Source: an optimization exercise on an open RTL-to-GDS flow (aim: small area, a short achievable clock period and few clock cycles per item). Production flows keep margins and buffers that such runs may drop.
Function was checked by simulation only, so behaviour that the tests miss may differ from the original.
Power is estimated from default activity; no workload was simulated.

## the baseline
==> flow/design.v (excerpt) <==
module filtcore (
    input  wire        clk,
    input  wire        rst,
    input  wire        cmd_valid,
    output wire        cmd_ready,
    input  wire [31:0] cmd_word,
    output wire        rsp_valid,
    input  wire        rsp_ready,
    output wire [31:0] rsp_word,
    output wire [1:0]  err_sticky
);
    reg [15:0] al_l, al_h;       
    reg        cfg_l, cfg_h;
    reg [15:0] last_l, last_h;
    reg [5:0]  al_n;
    reg [3:0]  ash_n;
    reg        cfg_n;
    reg [9:0]  ls_n;             
    reg [1:0]  err_q;
    reg        va;               
    reg [1:0]  ua, oa;
    reg        ia;
    reg [15:0] xa;               
    reg [2:0]  sia;              
    reg        k_hi, k_mid, k_lo;    
    reg        ve;               
    reg        e_l, e_h, e_n;    
    reg        e_cin;            
    reg        e_fin;            
    reg        e_step;           
    reg        e_clr;            
    reg [1:0]  est;              
    reg [22:0] ep;               
    reg [6:0]  eb;               
    reg [15:0] ex;               
    reg        rv;               
    reg [1:0]  rs;
    reg [15:0] rr;               
    wire en = !rv || rsp_ready;
    wire [1:0]  cu = cmd_word[19:18];
    wire [1:0]  co = cmd_word[17:16];
    wire [15:0] cd = cmd_word[15:0];
    wire cill = (cmd_word[31:20] != 12'd0) || (cu == 2'd3) ||
                (co == 2'd3 && cd != 16'd0);
    wire p_go;
    wire a_rel;
    assign cmd_ready = !rst && (!va || a_rel);
    wire accept = cmd_valid && cmd_ready;
    always @(posedge clk) begin
        if (rst)
            va <= 1'b0;
        else if (accept)
            va <= 1'b1;
        else if (a_rel)
            va <= 1'b0;
    end
    wire        cw;
    wire [15:0] new_al;
    wire        fw      = cw && ua == {1'b0, cu[0]};
    wire        big_new = new_al[15:7] != 9'd0;
    wire        big_c   = fw ? big_new : (cu[0] ? al_h[15:7] != 9'd0 : al_l[15:7] != 9'd0);
    wire        cfg_c   = fw || (cu[0] ? cfg_h : cfg_l);
  ...
Settings: LEC_CHECK=0, CAP_MARGIN=20, CORE_MARGIN=2, CORE_UTILIZATION=60, PLACE_DENSITY=0.7, SLEW_MARGIN=20; clock period 14.0 ns.
standard.sh (not shown) runs the stock make flow with config.mk's settings and CLKGATE_MAP_FILE= SYNTH_SCRIPT=/design/flow/synth_recipe.tcl, a recipe that flattens the netlist after the stock synthesis.
==> flow/flow/run.sh <==
#!/bin/bash
set -euo pipefail
bash standard.sh ADDER_MAP_FILE= SETUP_SLACK_MARGIN=7.5 finish > standard.log 2>&1
Testbench counts of the baseline, summed over its fixed seeds: cycles 16,024, items 16,000.
Input-level comparison between the candidate and the baseline:
- ABC_AREA newly set to 1
- TNS_END_PERCENT newly set to 5
==> flow/flow/run.sh <==
#!/bin/bash
set -euo pipefail
bash standard.sh SETUP_SLACK_MARGIN=7.6 finish > standard.log 2>&1
==> comparison <==
- Higher logic gate share of total power goes to the candidate over the baseline.
- From the baseline to the candidate, count of hold buffers inserted by post-cts repair did not move at all.
- From the baseline to the candidate, worst hold path depth did not move at all.
- Of the candidate and the baseline, the run reporting the lower number of distinct library cells after synthesis was the candidate.
- Utilization the baseline -> the candidate: down
- NOTE cell leakage power the baseline->the candidate increased by more than 10%
- The candidate: post-route fraction of the period consumed by the critical path is 1.3 points lower than what the baseline reported.

Setup of the reference run:
Starting RTL as in the previous note.
## filtcore
module filtcore (
    input  wire        clk,
    input  wire        rst,
    input  wire        cmd_valid,
    output wire        cmd_ready,
    input  wire [31:0] cmd_word,
    output wire        rsp_valid,
    input  wire        rsp_ready,
    output wire [31:0] rsp_word,
    output wire [1:0]  err_sticky
);
    reg [15:0] al_l, al_h;       
    reg        cfg_l, cfg_h;
    reg [15:0] last_l, last_h;
    reg [5:0]  al_n;
    reg [3:0]  ash_n;
    reg        cfg_n;
    reg [9:0]  ls_n;             
    reg [1:0]  err_q;
    reg        va;               
    reg [1:0]  ua, oa;
    reg        ia;
    reg [15:0] xa;               
    reg [2:0]  sia;              
    reg        k_hi, k_mid, k_lo;    
    reg        ve;               
    reg        e_l, e_h, e_n;    
    reg        e_cin;            
    reg        e_fin;            
    reg        e_step;           
    reg        e_clr;            
    reg [1:0]  est;              
    reg [22:0] ep;               
    reg [6:0]  eb;               
    reg [15:0] ex;               
    reg        rv;               
    reg [1:0]  rs;
    reg [15:0] rr;               
    wire en = !rv || rsp_ready;
    wire [1:0]  cu = cmd_word[19:18];
    wire [1:0]  co = cmd_word[17:16];
    wire [15:0] cd = cmd_word[15:0];
    wire cill = (cmd_word[31:20] != 12'd0) || (cu == 2'd3) ||
                (co == 2'd3 && cd != 16'd0);
    wire p_go;
    wire a_rel;
    assign cmd_ready = !rst && (!va || a_rel);
    wire accept = cmd_valid && cmd_ready;
    always @(posedge clk) begin
        if (rst)
            va <= 1'b0;
        else if (accept)
            va <= 1'b1;
        else if (a_rel)
  ...
clock: 14.0 ns
lec_check: 0
abc_area: 1
cap_margin: 20
core_margin: 2
core_utilization: 60
place_density: 0.7
slew_margin: 20
==> flow/flow/run.sh <==
#!/bin/bash
set -euo pipefail
bash standard.sh SETUP_SLACK_MARGIN=7 finish > standard.log 2>&1
Testbench counts of the reference run, summed over its fixed seeds: cycles 16,024, items 16,000.
#### Input delta (the trial run over the reference run)
==> flow/flow/run.sh <==
#!/bin/bash
set -euo pipefail
bash standard.sh SETUP_SLACK_MARGIN=7.6 finish > standard.log 2>&1
Notes after the runs:
- Looking at the reports, the trial run completed the entire flow and the layout it produced met the timing, DRC and antenna checks.
- The reference run finished all stages; the layout is clean.
- The trial run reports a higher total power divided by cell area than the reference run does.
- Post-CTS setup buffer count | the trial run above the reference run
- Compared with the reference run, the trial run shows a combinational cell fraction of total power that is 2.5 points higher.
- The trial run ends up with a number of global-route vias before repair that is 0.68% higher than in the reference run.
- Clock skew: the reference run vs the trial run, no meaningful difference
- From the reference run to the trial run the numbers moved as follows: wire length after detailed routing rose 2.3 mm; time the worst path needs with I/O delays and setup fell 0.53 ns; share of the clock period used by the worst path after layout fell 3.8 points.

[what the ideal ports hide]
In the flow no input, the clock included, has a driving cell. The finished layouts below were timed again as built, in two steps.
Step 1 sets driving cells, clkbuf_16 on the clock port and buf_2 on the other inputs (assumed; they add their load-dependent delay and slew).
Step 2 times the ports against the registers' clock, not the clock port: input delays grow and output delays shrink by t, the midpoint of the rising clock arrivals with the driver on.
Three values: ideal, step 1, step 2; two values: the first two.
run	t, ns	setup slack, ns	worst data-port slew with drivers (ns)
the baseline	0.489	7.455 / 7.455 / 7.455	0.04
the candidate	0.504	7.637 / 7.637 / 7.637	0.04
the reference run	0.505	7.133 / 7.111 / 7.111	0.04
the trial run	0.504	7.659 / 7.637 / 7.637	0.04
After both steps every run listed still meets setup and hold.
